This design comes from an exercise in tuning for small area, a short achievable clock period and few clock cycles on the open sky130 flow, not from production work. Function was checked by simulation only, so behaviour that the tests miss may differ from the original. Power and IR drop assume default switching activity.

== JK ==
## syncchan
module syncchan (
    input             clk,
    input             rst,           
    input      [8:0]  prog_len,      
    input      [63:0] sprite,        
    output     [7:0]  prog_addr,
    input      [15:0] prog_data,
    input             rel_valid,     
    input      [7:0]  rel_data,
    output            held,          
    output            tx_valid,      
    output     [7:0]  tx_data,
    output            io_rd,
    output            io_wr,
    output     [15:0] io_addr,
    output     [7:0]  io_wdata,
    input      [7:0]  io_rdata,
    output            draw_valid,
    output     [1:0]  draw_op,       
    output     [8:0]  draw_x,
    output     [7:0]  draw_y,
    output            done,
    output            fault,
    output     [1:0]  fault_cause,   
    output     [15:0] fault_info     
);
    localparam [7:0]  PX_RESET = 8'd128, PY_RESET = 8'd96, WPOS_RESET = 8'd0;
    localparam [7:0] OP_WAIT = 8'h01, OP_EMITC = 8'h02, OP_EMITHI = 8'h03, OP_EMITH = 8'h04,
                     OP_KSAMP = 8'h05, OP_JSAMP = 8'h06, OP_MSAMP = 8'h07, OP_PSTEP = 8'h08,
                     OP_RENDER = 8'h09, OP_PBTN = 8'h0A, OP_PSCR = 8'h0B, OP_JMP = 8'h0C;
    localparam [1:0] S_FETCH = 2'd0, S_EXEC = 2'd1, S_DONE = 2'd2, S_FAULT = 2'd3;
    localparam [1:0] F_ILLEGAL = 2'd1, F_UNWRITTEN = 2'd2, F_BADTARGET = 2'd3;
    reg [1:0]  state;
    reg [8:0]  na;           
    reg [15:0] ir;           
    reg        ir_fault;     
    reg [1:0]  ir_fcause;
    reg        ir_wait;      
    reg        ir_jmp;       
    reg        ir_prep;      
    reg [2:0]  step;
    reg        rel;          
    reg [7:0]  txr;          
    reg        rpass;        
    reg [2:0]  rj;           
    reg [7:0]  rem;          
    reg        ax;           
  ...
==> flow/config.mk <==
export PLATFORM = sky130hd
export DESIGN_NAME = syncchan
export DESIGN_NICKNAME = syncchan
export VERILOG_FILES = /design/flow/design.v
export SDC_FILE = /design/flow/constraint.sdc
export NUM_CORES = 4
export LEC_CHECK = 0
export CAP_MARGIN = 20
export CORE_MARGIN = 2
export CORE_UTILIZATION = 40
export SETUP_SLACK_MARGIN = 5
export SLEW_MARGIN = 20
==> flow/constraint.sdc <==
create_clock -name core_clock -period 10.0 [get_ports {clk}]
set_input_delay 2.0000 -clock core_clock [delete_from_list [all_inputs] [get_ports {clk}]]
set_output_delay 2.0000 -clock core_clock [all_outputs]
set_load 0.01 [all_outputs]
standard.sh (not shown) runs the stock make flow with config.mk's settings and CLKGATE_MAP_FILE= SYNTH_SCRIPT=/design/flow/synth_recipe.tcl, a recipe that flattens the netlist after the stock synthesis.
==> flow/flow/run.sh <==
#!/bin/bash
set -euo pipefail
sed 's/SETUP_SLACK_MARGIN=5/SETUP_SLACK_MARGIN=7/' standard.sh > standard_m.sh
bash standard_m.sh > standard.log 2>&1
Per the final summary, JK finished and its layout is clean on timing, DRC and antenna.
Testbench counts of JK, summed over its fixed seeds: cycles 11,866.
#### Input delta (MS over JK)
==> flow/run.sh (new file) <==
#!/bin/bash
# synth_recipe.tcl (not shown) runs the flow's synth.tcl, then flattens the netlist and writes it again
# the make line also repeats each setting of config.mk as NAME=value (left out here)
make -C /OpenROAD-flow-scripts/flow DESIGN_CONFIG=/design/flow/config.mk WORK_HOME=/design/flow/orfs CLKGATE_MAP_FILE= SYNTH_SCRIPT=/design/flow/synth_recipe.tcl finish
removed: flow/flow/run.sh
removed: flow/standard.sh
[summary]
Comparing the two runs side by side, MS comes out ahead of JK on overall routed net length. Looking at minimum period implied by the final worst setup slack across MS and JK, the one that comes out lower is JK. Summary: with JK as the reference, cell internal power dissipation in MS moved down by a few percent. Comparing MS and JK, the higher relative area of clock buffers and inverters in the final design is on MS. MS ended up with sky130_fd_sc_hd__clkdlybuf4s50_1 as its slowest stage cell on the critical path; JK ended up with sky130_fd_sc_hd__edfxtp_1.

---

Another version of the RTL of syncchan (not shown whole).
Size in the first run: roughly 2300 cells after synthesis, about 270 flip-flops, roughly 190 I/O pins, ~17000 µm² of cells after synthesis.
// syncchan
module syncchan (
    input             clk,
    input             rst,           
    input      [8:0]  prog_len,      
    input      [63:0] sprite,        
    output     [7:0]  prog_addr,
    input      [15:0] prog_data,
    input             rel_valid,     
    input      [7:0]  rel_data,
    output reg        held,          
    output reg        tx_valid,      
    output reg [7:0]  tx_data,
    output reg        io_rd,
    output reg        io_wr,
    output     [15:0] io_addr,
    output     [7:0]  io_wdata,
    input      [7:0]  io_rdata,
    output reg        draw_valid,
    output reg [1:0]  draw_op,       
    output reg [8:0]  draw_x,
    output reg [7:0]  draw_y,
    output            done,
    output            fault,
    output     [1:0]  fault_cause,   
    output     [15:0] fault_info     
);
Settings: LEC_CHECK=0, ABC_AREA=1, CAP_MARGIN=20, CORE_MARGIN=2, CORE_UTILIZATION=40, CTS_CLUSTER_DIAMETER=100, CTS_CLUSTER_SIZE=20, PLACE_DENSITY=0.85, SETUP_SLACK_MARGIN=5, SLEW_MARGIN=20; clock period 10.0 ns.
==> flow/flow/run.sh <==
#!/bin/bash
set -euo pipefail
sed 's/SETUP_SLACK_MARGIN=5/SETUP_SLACK_MARGIN=6.45 "BUFFER_PORTS_ARGS=-buffer_cell sky130_fd_sc_hd__buf_1"/' standard.sh > standard_m.sh
bash standard_m.sh > standard.log 2>&1
The baseline produced a clean layout.
Testbench counts at the start, summed over its fixed seeds: cycles 11,506.
Then changed:
Settings changed: CORE_UTILIZATION 40 to 50, PLACE_DENSITY 0.85 to unset.
Power barely changes.
Cell count goes down by 4.3%.
Design area goes down by 1.2%.
Global-route usage goes up by 7.0 points.
Then changed:
Settings changed: CORE_UTILIZATION 50 to 40, PLACE_DENSITY set to 0.75.
After rerunning: Cell count went up by 4.2%. Setup slack is better by 3.5 ps. Count of clock-buffer cells in the layout stays the same. Non-clock buffer count went down by 7. Total power stays flat. Die area rose by about 24%.
Then changed:
Settings changed: CTS_CLUSTER_DIAMETER 100 to 120, CTS_CLUSTER_SIZE 20 to 24, PLACE_DENSITY 0.75 to unset.
After rerunning: The new run went through all stages and came out clean. Fmax stays flat. Count of clock-buffer cells in the layout goes down by 7. Sequential share of layout area goes down by 0.34 points. Hold slack gets worse by 11 ps. Synthesized cell count does not change. Critical path depth goes up by 6.
Then changed:
Settings changed: CORE_UTILIZATION 40 to 50, CTS_CLUSTER_DIAMETER 120 to 100, CTS_CLUSTER_SIZE 24 to 20, PLACE_DENSITY set to 0.75.
After rerunning:
- global-route usage rises by 3.7 points
- worst hold slack improved by 6.6 ps
- synthesized area is unchanged
Then changed:
Settings changed: CORE_UTILIZATION 50 to 40, PLACE_DENSITY 0.75 to unset.
What happened: Global-route usage decreases by 3.6 points; total power grows by 3.6%; cell area grows by 2.2%; fmax rises by 1.1%.

## afterwards: timing with drivers on the ports
How much do the figures lean on ideal ports? The routed layouts below were timed once more, with nothing changed but the port constraints. Step 1 assumes that a clkbuf_16 drives the clock port and a buf_2 every other input. Step 2 moves the port delays by t, midway between the first and last clock arrival at a register: inputs arrive t later, outputs are due t later. That takes back most of the time a late clock gives input paths. Three values: ideal ports, drivers, drivers and shift; two values: the first two.
| run | t, ns | setup WS [ns] | worst hold slack (ns) | latest minus earliest clock arrival (ns) | worst data-port slew with drivers (ns) |
|---|---|---|---|---|---|
| JK | 0.616 | 5.451 / 5.394 / 5.357 | 0.470 / 0.470 / 0.470 | 0.014 / 0.014 | 0.05 |
| MS | 0.596 | 5.000 / 4.946 / 4.567 | 0.468 / 0.468 / 0.468 | 0.018 / 0.018 | 0.05 |
| the first run of note 2 | 0.554 | 6.486 / 6.483 / 5.963 | 0.435 / 0.435 / 0.435 | 0.015 / 0.015 | 0.05 |
| the second run of note 2 | 0.565 | 6.538 / 6.512 / 6.006 | 0.433 / 0.433 / 0.433 | 0.027 / 0.028 | 0.04 |
| the third run of note 2 | 0.553 | 6.542 / 6.489 / 6.047 | 0.446 / 0.446 / 0.446 | 0.022 / 0.021 | 0.08 |
| the fourth run of note 2 | 0.562 | 6.535 / 6.537 / 6.003 | 0.434 / 0.434 / 0.434 | 0.043 / 0.042 | 0.06 |
| the fifth run of note 2 | 0.554 | 6.517 / 6.498 / 5.996 | 0.441 / 0.441 / 0.441 | 0.023 / 0.023 | 0.04 |
| the sixth run of note 2 | 0.566 | 6.555 / 6.501 / 6.023 | 0.441 / 0.441 / 0.441 | 0.019 / 0.019 | 0.06 |
After both steps every run listed still meets setup and hold.
